From an optimization exercise on the open Yosys and OpenROAD flow, aimed at small area, a short achievable clock period and few clock cycles; shortcuts taken in it are not production practice. Function was checked by simulation only, so behaviour that the tests miss may differ from the original. Power figures rest on the tool's default switching activity, not on a simulated workload.

==> inputs of job 4406 <==
==> flow/design.v (excerpt) <==
module frame_rx (
  input  wire       clk,
  input  wire       rst,           
  input  wire       in_valid,
  input  wire [7:0] in_byte,
  output wire       in_ready,
  output reg        res_valid,
  output reg  [1:0] res_status,    
  output reg  [7:0] res_ack,
  output reg  [7:0] res_seq,
  output reg  [7:0] res_len,
  input  wire [7:0] rd_addr,
  output wire [7:0] rd_data
);
  localparam [7:0] SYNC0 = 8'h0A;
  localparam [7:0] SYNC1 = 8'h3C;
  localparam [1:0] ST_INCOMPLETE = 2'd0;
  localparam [1:0] ST_PARSED     = 2'd1;
  localparam [1:0] ST_HDR_ERR    = 2'd2;
  localparam [1:0] ST_DATA_ERR   = 2'd3;
  localparam C = 3;                
  reg [7:0]  hist [0:255];
  reg [7:0]  base;                 
  reg        ib_v;                 
  reg [7:0]  ib;
  reg        rpl;                  
  reg        prime;                
  reg [8:0]  rcnt;                 
  reg [8:0]  roff;                 
  reg [7:0]  bsave;                
  reg [7:0]  rbyte;                
  reg        rlastf;               
  reg        drop;                 
  reg [8:0]  dpos;                 
  reg [C-1:0] alive;
  reg [8:0]  pos  [0:C-1];
  reg [7:0]  ra   [0:C-1];         
  reg [7:0]  rb   [0:C-1];         
  reg [7:0]  rack [0:C-1];
  reg [7:0]  rseq [0:C-1];
  reg [7:0]  rlen [0:C-1];
  reg  [15:0] sel_lo, sel_h0, sel_hi;
  reg  [3:0]  k_lo, k_hi;
  reg         rd_b;
  reg  [7:0]  rd_q, rd_grp;
  integer gi, gj;
  always @* begin
    for (gj = 0; gj < 16; gj = gj + 1) begin
      k_lo = base[3:0] - gj;
      k_hi = base[7:4] - gj;
      sel_lo[gj] = rpl ? (k_lo == 4'd0) : (rd_addr[3:0] == k_lo);
      sel_h0[gj] = rpl ? (k_hi == 4'd0) : (rd_addr[7:4] == k_hi);
    end
    rd_b = !rpl && (rd_addr[3:0] > base[3:0]);
    for (gj = 0; gj < 16; gj = gj + 1)
      sel_hi[gj] = rd_b ? sel_h0[(gj + 1) & 15] : sel_h0[gj];
    rd_q = 8'd0;
    for (gi = 0; gi < 16; gi = gi + 1) begin
      rd_grp = 8'd0;
      for (gj = 0; gj < 16; gj = gj + 1)
        rd_grp = rd_grp | (hist[gi*16 + gj] & {8{sel_lo[gj]}});
      rd_q = rd_q | (rd_grp & {8{sel_hi[gi]}});
    end
  end
  assign rd_data = rd_q;
  wire [7:0] h_ha = 8'h46 + res_ack + res_seq + res_len;
  wire [7:0] h_hb = 8'h22 + {res_ack[6:0], 1'b0} + res_ack + {res_seq[6:0], 1'b0} + res_len;
  reg  [7:0] hdr_b;
  always @* begin
    case (roff[2:0])
      3'd2:    hdr_b = res_ack;
      3'd3:    hdr_b = res_seq;
  ...
clock: 12.0 ns
lec_check: 0
abc_area: 1
cap_margin: 20
core_margin: 2
core_utilization: 40
cts_buf_list: sky130_fd_sc_hd__clkbuf_8
cts_cluster_size: 30
setup_slack_margin: 4.5
slew_margin: 20
run.sh (not shown) runs the stock make flow with config.mk's settings and CLKGATE_MAP_FILE= SYNTH_SCRIPT=/design/flow/synth_recipe.tcl, a recipe that flattens the netlist after the stock synthesis.
==> job 2965: changes against job 4406 <==
--- a/flow/design.v
+++ b/flow/design.v
@@ -18,33 +18,34 @@
   localparam [1:0] ST_PARSED     = 2'd1;
   localparam [1:0] ST_HDR_ERR    = 2'd2;
   localparam [1:0] ST_DATA_ERR   = 2'd3;
   localparam C = 3;                
   reg [7:0]  hist [0:255];
-  reg [7:0]  base;                 
+  reg [8:0]  base;                 
   reg        ib_v;                 
   reg [7:0]  ib;
   reg        rpl;                  
   reg        prime;                
-  reg [8:0]  rcnt;                 
   reg [8:0]  roff;                 
   reg [7:0]  bsave;                
   reg [7:0]  rbyte;                
   reg        rlastf;               
   reg        drop;                 
   reg [8:0]  dpos;                 
   reg [C-1:0] alive;
+  reg [C*C-1:0] older;             
+  reg [C-1:0] od;                  
   reg [8:0]  pos  [0:C-1];
   reg [7:0]  ra   [0:C-1];         
   reg [7:0]  rb   [0:C-1];         
   reg [7:0]  rack [0:C-1];
   reg [7:0]  rseq [0:C-1];
   reg [7:0]  rlen [0:C-1];
   reg  [15:0] sel_lo, sel_h0, sel_hi;
   reg  [3:0]  k_lo, k_hi;
   reg         rd_b;
-  reg  [7:0]  rd_q, rd_grp;
+  reg  [7:0]  rd_q;
   integer gi, gj;
   always @* begin
     for (gj = 0; gj < 16; gj = gj + 1) begin
       k_lo = base[3:0] - gj;
       k_hi = base[7:4] - gj;
@@ -52,17 +53,24 @@
       sel_h0[gj] = rpl ? (k_hi == 4'd0) : (rd_addr[7:4] == k_hi);
     end
     rd_b = !rpl && (rd_addr[3:0] > base[3:0]);
     for (gj = 0; gj < 16; gj = gj + 1)
       sel_hi[gj] = rd_b ? sel_h0[(gj + 1) & 15] : sel_h0[gj];
-    rd_q = 8'd0;
-    for (gi = 0; gi < 16; gi = gi + 1) begin
-      rd_grp = 8'd0;
-      for (gj = 0; gj < 16; gj = gj + 1)
-        rd_grp = rd_grp | (hist[gi*16 + gj] & {8{sel_lo[gj]}});
-      rd_q = rd_q | (rd_grp & {8{sel_hi[gi]}});
-    end
+  end
+  reg [2047:0] rd_t1;               
+  reg [127:0]  rd_t2;               
+  integer gb;
+  always @* begin
+    for (gi = 0; gi < 16; gi = gi + 1)
+      for (gb = 0; gb < 8; gb = gb + 1)
+        for (gj = 0; gj < 16; gj = gj + 1)
+          rd_t1[(gi*8 + gb)*16 + gj] = ~hist[gi*16 + gj][gb] & sel_lo[gj];
+    for (gb = 0; gb < 8; gb = gb + 1)
+      for (gi = 0; gi < 16; gi = gi + 1)
+        rd_t2[gb*16 + gi] = (|rd_t1[(gi*8 + gb)*16 +: 16]) & sel_hi[gi];
+    for (gb = 0; gb < 8; gb = gb + 1)
+      rd_q[gb] = |rd_t2[gb*16 +: 16];
   end
   assign rd_data = rd_q;
   wire [7:0] h_ha = 8'h46 + res_ack + res_seq + res_len;
   wire [7:0] h_hb = 8'h22 + {res_ack[6:0], 1'b0} + res_ack + {res_seq[6:0], 1'b0} + res_len;
   reg  [7:0] hdr_b;
@@ -115,27 +123,34 @@
   always @* begin
     for (i = 0; i < C; i = i + 1) begin
       win[i]   = succ[i];
       mainv[i] = alive[i];
       for (k = 0; k < C; k = k + 1) begin
-        if (k != i && pos[k] > pos[i]) begin
+        if (k != i && older[k*C + i]) begin
           if (succ[k])  win[i]   = 1'b0;
           if (alive[k]) mainv[i] = 1'b0;
         end
       end
-      olddrop[i] = pos[i] > dpos;
+      olddrop[i] = od[i];
     end
   end
   wire sp       = x == SYNC0;
   wire any_succ = |succ;
   wire wpar     = |(win & parv);
   wire need_rpl = last && drop && !(|(succ & olddrop));
   wire fin      = wpar || (!any_succ && !sp);       
   wire clr      = last && (need_rpl || fin);
   wire [C-1:0] keep = succ & ~parv & {C{~clr}};
-  wire [C-1:0] freev = ~keep;
-  wire [C-1:0] spsel = (sp && !clr) ? (freev & (~freev + 1'b1)) : {C{1'b0}};
+  wire [C-1:0] freev;
+  genvar gf;
+  generate
+    for (gf = 0; gf < C; gf = gf + 1) begin : fr
+      assign freev[gf] = !alive[gf] || pos[gf] == 9'd1;
+    end
+  endgenerate
+  wire [C-1:0] ffree = freev & (~freev + 1'b1);
+  wire [C-1:0] spsel = (sp && !clr) ? ffree : {C{1'b0}};
   wire spdrop = sp && !clr && !(|freev);
   reg [7:0] w_ack, w_seq, w_len, m_ack, m_seq, m_len;
   reg [8:0] m_pos;
   reg       m_derr;
   always @* begin
@@ -153,11 +168,11 @@
     end
   end
   always @(posedge clk) begin
     if (go) begin
       for (i = 0; i < C; i = i + 1) begin
-        if (spsel[i]) begin
+        if (!alive[i] || (sp && pos[i] == 9'd1)) begin
           pos[i]  <= 9'd1;
           ra[i]   <= SYNC0;
           rb[i]   <= SYNC0;
           rack[i] <= 8'd0;
           rseq[i] <= 8'd0;
@@ -179,11 +194,11 @@
   always @(posedge clk) begin
     if (rst)
       pw_v <= 1'b0;
     else
       pw_v <= go && last && !need_rpl;
-    pw_d <= x;
+    pw_d <= ~x;                
     if (pw_v) begin
       hist[0] <= pw_d;
       for (hi_k = 1; hi_k < 256; hi_k = hi_k + 1)
         hist[hi_k] <= hist[hi_k - 1];
     end
@@ -201,22 +216,31 @@
        ib   <= in_byte;
      end else if (!rpl)
        ib_v <= 1'b0;
      if (rpl) begin
       prime <= 1'b0;
-      if (rcnt != 9'd0) begin
+      if (base != 9'h1FF) begin
         rbyte <= (roff < 9'd7) ? hdr_b : rd_q;
-        base  <= base - 8'd1;
-        rcnt  <= rcnt - 9'd1;
+        base  <= base - 9'd1;
         roff  <= roff + 9'd1;
       end else begin
         rbyte  <= bsave;
         rlastf <= 1'b1;
       end
      end
      if (go) begin
       alive <= keep | spsel;
+      for (i = 0; i < C; i = i + 1)
+        if (spsel[i])
+          for (k = 0; k < C; k = k + 1) begin
+            older[k*C + i] <= 1'b1;
+            older[i*C + k] <= 1'b0;
+          end
+      if (!clr && spdrop && !drop)
+        od <= keep;
+      else
+        od <= od & ~spsel;
       if (clr)
         drop <= 1'b0;
       else if (spdrop && !drop) begin
         drop <= 1'b1;
         dpos <= 9'd1;
@@ -225,12 +249,11 @@
       if (!last) begin
       end else if (need_rpl) begin
         rpl    <= 1'b1;
         prime  <= 1'b1;
         rlastf <= 1'b0;
-        base   <= dpos[7:0] - 8'd1;
-        rcnt   <= dpos;
+        base   <= dpos - 9'd1;
         roff   <= (rpl ? roff : m_pos) - dpos;
         if (!rpl) begin
           bsave      <= x;
           res_status <= {1'b1, m_derr};
           res_ack <= m_ack; res_seq <= m_seq; res_len <= m_len;
@@ -239,11 +262,11 @@
         rpl       <= 1'b0;
         res_valid <= 1'b1;
         if (any_succ) begin
           res_status <= wpar ? ST_PARSED : ST_INCOMPLETE;
           res_ack <= w_ack; res_seq <= w_seq; res_len <= w_len;
-          if (wpar) base <= w_len;
+          if (wpar) base <= {1'b0, w_len};
         end else if (sp) begin
           res_status <= ST_INCOMPLETE;
           res_ack <= 8'd0; res_seq <= 8'd0; res_len <= 8'd0;
         end else if (!rpl) begin
           res_status <= {1'b1, m_derr};
- CORE_UTILIZATION: 40 -> 65
- CTS_BUF_LIST: sky130_fd_sc_hd__clkbuf_8 -> sky130_fd_sc_hd__clkbuf_16
- CTS_CLUSTER_DIAMETER: default -> 130
- CTS_CLUSTER_SIZE: 30 -> 20
- TNS_END_PERCENT: default -> 5
==> job 4731: changes against job 4406 <==
--- a/flow/design.v
+++ b/flow/design.v
@@ -18,51 +18,63 @@
   localparam [1:0] ST_PARSED     = 2'd1;
   localparam [1:0] ST_HDR_ERR    = 2'd2;
   localparam [1:0] ST_DATA_ERR   = 2'd3;
   localparam C = 3;                
   reg [7:0]  hist [0:255];
-  reg [7:0]  base;                 
+  reg [8:0]  base;                 
   reg        ib_v;                 
   reg [7:0]  ib;
   reg        rpl;                  
   reg        prime;                
-  reg [8:0]  rcnt;                 
   reg [8:0]  roff;                 
   reg [7:0]  bsave;                
   reg [7:0]  rbyte;                
   reg        rlastf;               
   reg        drop;                 
   reg [8:0]  dpos;                 
   reg [C-1:0] alive;
+  reg [C*C-1:0] older;             
+  reg [C-1:0] od;                  
   reg [8:0]  pos  [0:C-1];
   reg [7:0]  ra   [0:C-1];         
   reg [7:0]  rb   [0:C-1];         
   reg [7:0]  rack [0:C-1];
   reg [7:0]  rseq [0:C-1];
   reg [7:0]  rlen [0:C-1];
-  reg  [15:0] sel_lo, sel_h0, sel_hi;
-  reg  [3:0]  k_lo, k_hi;
+  reg  [31:0] sel_lo;
+  reg  [7:0]  sel_h0, sel_hi;
+  reg  [4:0]  k_lo;
+  reg  [2:0]  k_hi;
   reg         rd_b;
-  reg  [7:0]  rd_q, rd_grp;
+  reg  [7:0]  rd_q;
   integer gi, gj;
   always @* begin
-    for (gj = 0; gj < 16; gj = gj + 1) begin
-      k_lo = base[3:0] - gj;
-      k_hi = base[7:4] - gj;
-      sel_lo[gj] = rpl ? (k_lo == 4'd0) : (rd_addr[3:0] == k_lo);
-      sel_h0[gj] = rpl ? (k_hi == 4'd0) : (rd_addr[7:4] == k_hi);
-    end
-    rd_b = !rpl && (rd_addr[3:0] > base[3:0]);
-    for (gj = 0; gj < 16; gj = gj + 1)
-      sel_hi[gj] = rd_b ? sel_h0[(gj + 1) & 15] : sel_h0[gj];
-    rd_q = 8'd0;
-    for (gi = 0; gi < 16; gi = gi + 1) begin
-      rd_grp = 8'd0;
-      for (gj = 0; gj < 16; gj = gj + 1)
-        rd_grp = rd_grp | (hist[gi*16 + gj] & {8{sel_lo[gj]}});
-      rd_q = rd_q | (rd_grp & {8{sel_hi[gi]}});
-    end
+    for (gj = 0; gj < 32; gj = gj + 1) begin
+      k_lo = base[4:0] - gj;
+      sel_lo[gj] = rpl ? (k_lo == 5'd0) : (rd_addr[4:0] == k_lo);
+    end
+    for (gj = 0; gj < 8; gj = gj + 1) begin
+      k_hi = base[7:5] - gj;
+      sel_h0[gj] = rpl ? (k_hi == 3'd0) : (rd_addr[7:5] == k_hi);
+    end
+    rd_b = !rpl && (rd_addr[4:0] > base[4:0]);
+    for (gj = 0; gj < 8; gj = gj + 1)
+      sel_hi[gj] = rd_b ? sel_h0[(gj + 1) & 7] : sel_h0[gj];
+  end
+  reg [2047:0] rd_t1;               
+  reg [63:0]   rd_t2;               
+  integer gb;
+  always @* begin
+    for (gi = 0; gi < 8; gi = gi + 1)
+      for (gb = 0; gb < 8; gb = gb + 1)
+        for (gj = 0; gj < 32; gj = gj + 1)
+          rd_t1[(gi*8 + gb)*32 + gj] = ~hist[gi*32 + gj][gb] & sel_lo[gj];
+    for (gb = 0; gb < 8; gb = gb + 1)
+      for (gi = 0; gi < 8; gi = gi + 1)
+        rd_t2[gb*8 + gi] = (|rd_t1[(gi*8 + gb)*32 +: 32]) & sel_hi[gi];
+    for (gb = 0; gb < 8; gb = gb + 1)
+      rd_q[gb] = |rd_t2[gb*8 +: 8];
   end
   assign rd_data = rd_q;
   wire [7:0] h_ha = 8'h46 + res_ack + res_seq + res_len;
   wire [7:0] h_hb = 8'h22 + {res_ack[6:0], 1'b0} + res_ack + {res_seq[6:0], 1'b0} + res_len;
   reg  [7:0] hdr_b;
@@ -115,27 +127,34 @@
   always @* begin
     for (i = 0; i < C; i = i + 1) begin
       win[i]   = succ[i];
       mainv[i] = alive[i];
       for (k = 0; k < C; k = k + 1) begin
-        if (k != i && pos[k] > pos[i]) begin
+        if (k != i && older[k*C + i]) begin
           if (succ[k])  win[i]   = 1'b0;
           if (alive[k]) mainv[i] = 1'b0;
         end
       end
-      olddrop[i] = pos[i] > dpos;
+      olddrop[i] = od[i];
     end
   end
   wire sp       = x == SYNC0;
   wire any_succ = |succ;
   wire wpar     = |(win & parv);
   wire need_rpl = last && drop && !(|(succ & olddrop));
   wire fin      = wpar || (!any_succ && !sp);       
   wire clr      = last && (need_rpl || fin);
   wire [C-1:0] keep = succ & ~parv & {C{~clr}};
-  wire [C-1:0] freev = ~keep;
-  wire [C-1:0] spsel = (sp && !clr) ? (freev & (~freev + 1'b1)) : {C{1'b0}};
+  wire [C-1:0] freev;
+  genvar gf;
+  generate
+    for (gf = 0; gf < C; gf = gf + 1) begin : fr
+      assign freev[gf] = !alive[gf] || pos[gf] == 9'd1;
+    end
+  endgenerate
+  wire [C-1:0] ffree = freev & (~freev + 1'b1);
+  wire [C-1:0] spsel = (sp && !clr) ? ffree : {C{1'b0}};
   wire spdrop = sp && !clr && !(|freev);
   reg [7:0] w_ack, w_seq, w_len, m_ack, m_seq, m_len;
   reg [8:0] m_pos;
   reg       m_derr;
   always @* begin
@@ -153,11 +172,11 @@
     end
   end
   always @(posedge clk) begin
     if (go) begin
       for (i = 0; i < C; i = i + 1) begin
-        if (spsel[i]) begin
+        if (!alive[i] || (sp && pos[i] == 9'd1)) begin
           pos[i]  <= 9'd1;
           ra[i]   <= SYNC0;
           rb[i]   <= SYNC0;
           rack[i] <= 8'd0;
           rseq[i] <= 8'd0;
@@ -179,11 +198,11 @@
   always @(posedge clk) begin
     if (rst)
       pw_v <= 1'b0;
     else
       pw_v <= go && last && !need_rpl;
-    pw_d <= x;
+    pw_d <= ~x;                
     if (pw_v) begin
       hist[0] <= pw_d;
       for (hi_k = 1; hi_k < 256; hi_k = hi_k + 1)
         hist[hi_k] <= hist[hi_k - 1];
     end
@@ -201,22 +220,31 @@
        ib   <= in_byte;
      end else if (!rpl)
        ib_v <= 1'b0;
      if (rpl) begin
       prime <= 1'b0;
-      if (rcnt != 9'd0) begin
+      if (base != 9'h1FF) begin
         rbyte <= (roff < 9'd7) ? hdr_b : rd_q;
-        base  <= base - 8'd1;
-        rcnt  <= rcnt - 9'd1;
+        base  <= base - 9'd1;
         roff  <= roff + 9'd1;
       end else begin
         rbyte  <= bsave;
         rlastf <= 1'b1;
       end
      end
      if (go) begin
       alive <= keep | spsel;
+      for (i = 0; i < C; i = i + 1)
+        if (spsel[i])
+          for (k = 0; k < C; k = k + 1) begin
+            older[k*C + i] <= 1'b1;
+            older[i*C + k] <= 1'b0;
+          end
+      if (!clr && spdrop && !drop)
+        od <= keep;
+      else
+        od <= od & ~spsel;
       if (clr)
         drop <= 1'b0;
       else if (spdrop && !drop) begin
         drop <= 1'b1;
         dpos <= 9'd1;
@@ -225,12 +253,11 @@
       if (!last) begin
       end else if (need_rpl) begin
         rpl    <= 1'b1;
         prime  <= 1'b1;
         rlastf <= 1'b0;
-        base   <= dpos[7:0] - 8'd1;
-        rcnt   <= dpos;
+        base   <= dpos - 9'd1;
         roff   <= (rpl ? roff : m_pos) - dpos;
         if (!rpl) begin
           bsave      <= x;
           res_status <= {1'b1, m_derr};
           res_ack <= m_ack; res_seq <= m_seq; res_len <= m_len;
@@ -239,11 +266,11 @@
         rpl       <= 1'b0;
         res_valid <= 1'b1;
         if (any_succ) begin
           res_status <= wpar ? ST_PARSED : ST_INCOMPLETE;
           res_ack <= w_ack; res_seq <= w_seq; res_len <= w_len;
-          if (wpar) base <= w_len;
+          if (wpar) base <= {1'b0, w_len};
         end else if (sp) begin
           res_status <= ST_INCOMPLETE;
           res_ack <= 8'd0; res_seq <= 8'd0; res_len <= 8'd0;
         end else if (!rpl) begin
           res_status <= {1'b1, m_derr};
- CORE_UTILIZATION: 40 -> 65
- CTS_BUF_LIST: sky130_fd_sc_hd__clkbuf_8 -> sky130_fd_sc_hd__clkbuf_16
- CTS_CLUSTER_DIAMETER: default -> 130
- CTS_CLUSTER_SIZE: 30 -> 20
- PLACE_DENSITY: default -> 0.8
- TNS_END_PERCENT: default -> 5
==> job 9824: changes against job 4406 <==
--- a/flow/design.v
+++ b/flow/design.v
@@ -18,33 +18,34 @@
   localparam [1:0] ST_PARSED     = 2'd1;
   localparam [1:0] ST_HDR_ERR    = 2'd2;
   localparam [1:0] ST_DATA_ERR   = 2'd3;
   localparam C = 3;                
   reg [7:0]  hist [0:255];
-  reg [7:0]  base;                 
+  reg [8:0]  base;                 
   reg        ib_v;                 
   reg [7:0]  ib;
   reg        rpl;                  
   reg        prime;                
-  reg [8:0]  rcnt;                 
   reg [8:0]  roff;                 
   reg [7:0]  bsave;                
   reg [7:0]  rbyte;                
   reg        rlastf;               
   reg        drop;                 
   reg [8:0]  dpos;                 
   reg [C-1:0] alive;
+  reg [C*C-1:0] older;             
+  reg [C-1:0] od;                  
   reg [8:0]  pos  [0:C-1];
   reg [7:0]  ra   [0:C-1];         
   reg [7:0]  rb   [0:C-1];         
   reg [7:0]  rack [0:C-1];
   reg [7:0]  rseq [0:C-1];
   reg [7:0]  rlen [0:C-1];
   reg  [15:0] sel_lo, sel_h0, sel_hi;
   reg  [3:0]  k_lo, k_hi;
   reg         rd_b;
-  reg  [7:0]  rd_q, rd_grp;
+  reg  [7:0]  rd_q;
   integer gi, gj;
   always @* begin
     for (gj = 0; gj < 16; gj = gj + 1) begin
       k_lo = base[3:0] - gj;
       k_hi = base[7:4] - gj;
@@ -52,17 +53,24 @@
       sel_h0[gj] = rpl ? (k_hi == 4'd0) : (rd_addr[7:4] == k_hi);
     end
     rd_b = !rpl && (rd_addr[3:0] > base[3:0]);
     for (gj = 0; gj < 16; gj = gj + 1)
       sel_hi[gj] = rd_b ? sel_h0[(gj + 1) & 15] : sel_h0[gj];
-    rd_q = 8'd0;
-    for (gi = 0; gi < 16; gi = gi + 1) begin
-      rd_grp = 8'd0;
-      for (gj = 0; gj < 16; gj = gj + 1)
-        rd_grp = rd_grp | (hist[gi*16 + gj] & {8{sel_lo[gj]}});
-      rd_q = rd_q | (rd_grp & {8{sel_hi[gi]}});
-    end
+  end
+  reg [2047:0] rd_t1;               
+  reg [127:0]  rd_t2;               
+  integer gb;
+  always @* begin
+    for (gi = 0; gi < 16; gi = gi + 1)
+      for (gb = 0; gb < 8; gb = gb + 1)
+        for (gj = 0; gj < 16; gj = gj + 1)
+          rd_t1[(gi*8 + gb)*16 + gj] = ~hist[gi*16 + gj][gb] & sel_lo[gj];
+    for (gb = 0; gb < 8; gb = gb + 1)
+      for (gi = 0; gi < 16; gi = gi + 1)
+        rd_t2[gb*16 + gi] = (|rd_t1[(gi*8 + gb)*16 +: 16]) & sel_hi[gi];
+    for (gb = 0; gb < 8; gb = gb + 1)
+      rd_q[gb] = |rd_t2[gb*16 +: 16];
   end
   assign rd_data = rd_q;
   wire [7:0] h_ha = 8'h46 + res_ack + res_seq + res_len;
   wire [7:0] h_hb = 8'h22 + {res_ack[6:0], 1'b0} + res_ack + {res_seq[6:0], 1'b0} + res_len;
   reg  [7:0] hdr_b;
@@ -115,27 +123,34 @@
   always @* begin
     for (i = 0; i < C; i = i + 1) begin
       win[i]   = succ[i];
       mainv[i] = alive[i];
       for (k = 0; k < C; k = k + 1) begin
-        if (k != i && pos[k] > pos[i]) begin
+        if (k != i && older[k*C + i]) begin
           if (succ[k])  win[i]   = 1'b0;
           if (alive[k]) mainv[i] = 1'b0;
         end
       end
-      olddrop[i] = pos[i] > dpos;
+      olddrop[i] = od[i];
     end
   end
   wire sp       = x == SYNC0;
   wire any_succ = |succ;
   wire wpar     = |(win & parv);
   wire need_rpl = last && drop && !(|(succ & olddrop));
   wire fin      = wpar || (!any_succ && !sp);       
   wire clr      = last && (need_rpl || fin);
   wire [C-1:0] keep = succ & ~parv & {C{~clr}};
-  wire [C-1:0] freev = ~keep;
-  wire [C-1:0] spsel = (sp && !clr) ? (freev & (~freev + 1'b1)) : {C{1'b0}};
+  wire [C-1:0] freev;
+  genvar gf;
+  generate
+    for (gf = 0; gf < C; gf = gf + 1) begin : fr
+      assign freev[gf] = !alive[gf] || pos[gf] == 9'd1;
+    end
+  endgenerate
+  wire [C-1:0] ffree = freev & (~freev + 1'b1);
+  wire [C-1:0] spsel = (sp && !clr) ? ffree : {C{1'b0}};
   wire spdrop = sp && !clr && !(|freev);
   reg [7:0] w_ack, w_seq, w_len, m_ack, m_seq, m_len;
   reg [8:0] m_pos;
   reg       m_derr;
   always @* begin
@@ -153,11 +168,11 @@
     end
   end
   always @(posedge clk) begin
     if (go) begin
       for (i = 0; i < C; i = i + 1) begin
-        if (spsel[i]) begin
+        if (!alive[i] || (sp && pos[i] == 9'd1)) begin
           pos[i]  <= 9'd1;
           ra[i]   <= SYNC0;
           rb[i]   <= SYNC0;
           rack[i] <= 8'd0;
           rseq[i] <= 8'd0;
@@ -179,11 +194,11 @@
   always @(posedge clk) begin
     if (rst)
       pw_v <= 1'b0;
     else
       pw_v <= go && last && !need_rpl;
-    pw_d <= x;
+    pw_d <= ~x;                
     if (pw_v) begin
       hist[0] <= pw_d;
       for (hi_k = 1; hi_k < 256; hi_k = hi_k + 1)
         hist[hi_k] <= hist[hi_k - 1];
     end
@@ -201,22 +216,31 @@
        ib   <= in_byte;
      end else if (!rpl)
        ib_v <= 1'b0;
      if (rpl) begin
       prime <= 1'b0;
-      if (rcnt != 9'd0) begin
+      if (base != 9'h1FF) begin
         rbyte <= (roff < 9'd7) ? hdr_b : rd_q;
-        base  <= base - 8'd1;
-        rcnt  <= rcnt - 9'd1;
+        base  <= base - 9'd1;
         roff  <= roff + 9'd1;
       end else begin
         rbyte  <= bsave;
         rlastf <= 1'b1;
       end
      end
      if (go) begin
       alive <= keep | spsel;
+      for (i = 0; i < C; i = i + 1)
+        if (spsel[i])
+          for (k = 0; k < C; k = k + 1) begin
+            older[k*C + i] <= 1'b1;
+            older[i*C + k] <= 1'b0;
+          end
+      if (!clr && spdrop && !drop)
+        od <= keep;
+      else
+        od <= od & ~spsel;
       if (clr)
         drop <= 1'b0;
       else if (spdrop && !drop) begin
         drop <= 1'b1;
         dpos <= 9'd1;
@@ -225,12 +249,11 @@
       if (!last) begin
       end else if (need_rpl) begin
         rpl    <= 1'b1;
         prime  <= 1'b1;
         rlastf <= 1'b0;
-        base   <= dpos[7:0] - 8'd1;
-        rcnt   <= dpos;
+        base   <= dpos - 9'd1;
         roff   <= (rpl ? roff : m_pos) - dpos;
         if (!rpl) begin
           bsave      <= x;
           res_status <= {1'b1, m_derr};
           res_ack <= m_ack; res_seq <= m_seq; res_len <= m_len;
@@ -239,11 +262,11 @@
         rpl       <= 1'b0;
         res_valid <= 1'b1;
         if (any_succ) begin
           res_status <= wpar ? ST_PARSED : ST_INCOMPLETE;
           res_ack <= w_ack; res_seq <= w_seq; res_len <= w_len;
-          if (wpar) base <= w_len;
+          if (wpar) base <= {1'b0, w_len};
         end else if (sp) begin
           res_status <= ST_INCOMPLETE;
           res_ack <= 8'd0; res_seq <= 8'd0; res_len <= 8'd0;
         end else if (!rpl) begin
           res_status <= {1'b1, m_derr};
- CORE_UTILIZATION: 40 -> 65
- CTS_BUF_LIST: sky130_fd_sc_hd__clkbuf_8 -> sky130_fd_sc_hd__clkbuf_16
- CTS_CLUSTER_DIAMETER: default -> 130
- CTS_CLUSTER_SIZE: 30 -> 20
- GPL_ROUTABILITY_DRIVEN: default -> 0
- PLACE_DENSITY: default -> 0.8
- TNS_END_PERCENT: default -> 5
==> summary of the runs <==
Between job 4731 and job 9824, the lower count of clock-buffer cells in the layout is in job 4731 (gap 2). Via count, lowest first: job 2965, job 4731, job 4406, job 9824. Setup slack: job 4406 > job 2965 > job 4731 > job 9824. Area after synthesis is the same in job 9824 and job 2965. Job 4406 passed the timing, DRC and antenna checks. Job 4731 finished but failed the layout checks on capacitance limit. Job 9824 completed without violations. Job 2965 completed without violations. Clock skew: job 4406 > job 4731 > job 9824 > job 2965. Against job 9824, the synthesized cell count of job 4406 is higher by about 17%. Core utilization: job 9824 is higher than job 4406 (28 points). Of job 4406 and job 2965, job 2965 has the higher global-route usage (gap 13 points). Routed wire length, highest first: job 9824, job 4406, job 4731, job 2965.
==> figures <==
quantity                                                                 job 2965           job 4731                 job 4406                 job 9824
Total design power                                                        16.3 mW            16.2 mW                  18.0 mW                  16.8 mW
Average wire per cell in the routed design                                31.1 um            33.6 um                  26.4 um                  36.5 um
Post-synthesis average cell area                                       14.1 sq um         13.8 sq um               12.7 sq um               14.1 sq um
Global-route wire length before repair                                     394 mm             423 mm                   438 mm                   426 mm
Met3 wire length                                                          36.8 mm            48.0 mm                  39.5 mm                  59.8 mm
Nets                                                                         7068               7341                     8447                     7083
Clock period minus worst slack                                            7930 ps            8020 ps                  7700 ps                  8030 ps
Run status                                                complete, no violations    failed layout checks  complete, no violations  complete, no violations
Violated checks                                                                 -  capacitance limit                        -                        -
First-pass iteration count of the detailed router                               6                  9                        6                       14
Non-clk invs                                                                  389                394                     1051                      390
Final Slew Violations                                                           0                  3                        0                        0
Fraction of synthesized area in multiplexers                                    0           0.000107                        0                        0
Xor and xnor fraction of the mapped netlist area                           0.0120             0.0122                   0.0129                   0.0120
Number of buffers outside the clock class in the layout                       423                458                      335                      438
Sequential Power Share                                                      0.565              0.569                    0.511                    0.549
FF-to-FF path depth                                                            23                 20                       23                       22
Routed length on met2                                                      120 mm             134 mm                   134 mm                   133 mm
Share of the final layout cell area in multi-input gates                    0.213              0.226                    0.222                    0.215
End-of-flow core utilization                                                0.743              0.745                    0.470                    0.751
Met2 track demand over resource in global routing                           0.541              0.604                    0.351                    0.585
Testbench counts of job 4406, summed over its fixed seeds: cycles 156,096.
Testbench counts of job 2965, summed over its fixed seeds: cycles 156,119.
Testbench counts of job 4731, summed over its fixed seeds: cycles 156,119.
Testbench counts of job 9824, summed over its fixed seeds: cycles 156,119.

[afterwards: timing with drivers on the ports]
In the flow no input, the clock included, has a driving cell. The finished layouts below were timed again as built, in two steps.
Step 1: set_driving_cell puts a clkbuf_16 on clk and a buf_2 on each other input, an assumption about the parent block.
Step 2 adds t to the input delays and takes it off the output delays; t is the mean of the earliest and latest rising clock arrival at the registers after step 1. Input paths then give back, and output paths get back, about the clock's delay inside the block.
Slacks: no drivers / after step 1 / after step 2; pairs: no drivers / after step 1.
run | t (ns) | setup slack, ns | worst setup path at the end
job 4406 | 1.138 | 4.301 / 4.153 / 4.153 | input to output
job 2965 | 0.876 | 4.070 / 3.983 / 3.983 | input to output
job 4731 | 0.913 | 3.978 / 3.884 / 3.907 | input to output
job 9824 | 0.929 | 3.974 / 3.839 / 3.839 | input to output
The setup slack of job 4406, which loses most, moves by -0.148 ns with the drivers and by -0.148 ns with both steps.
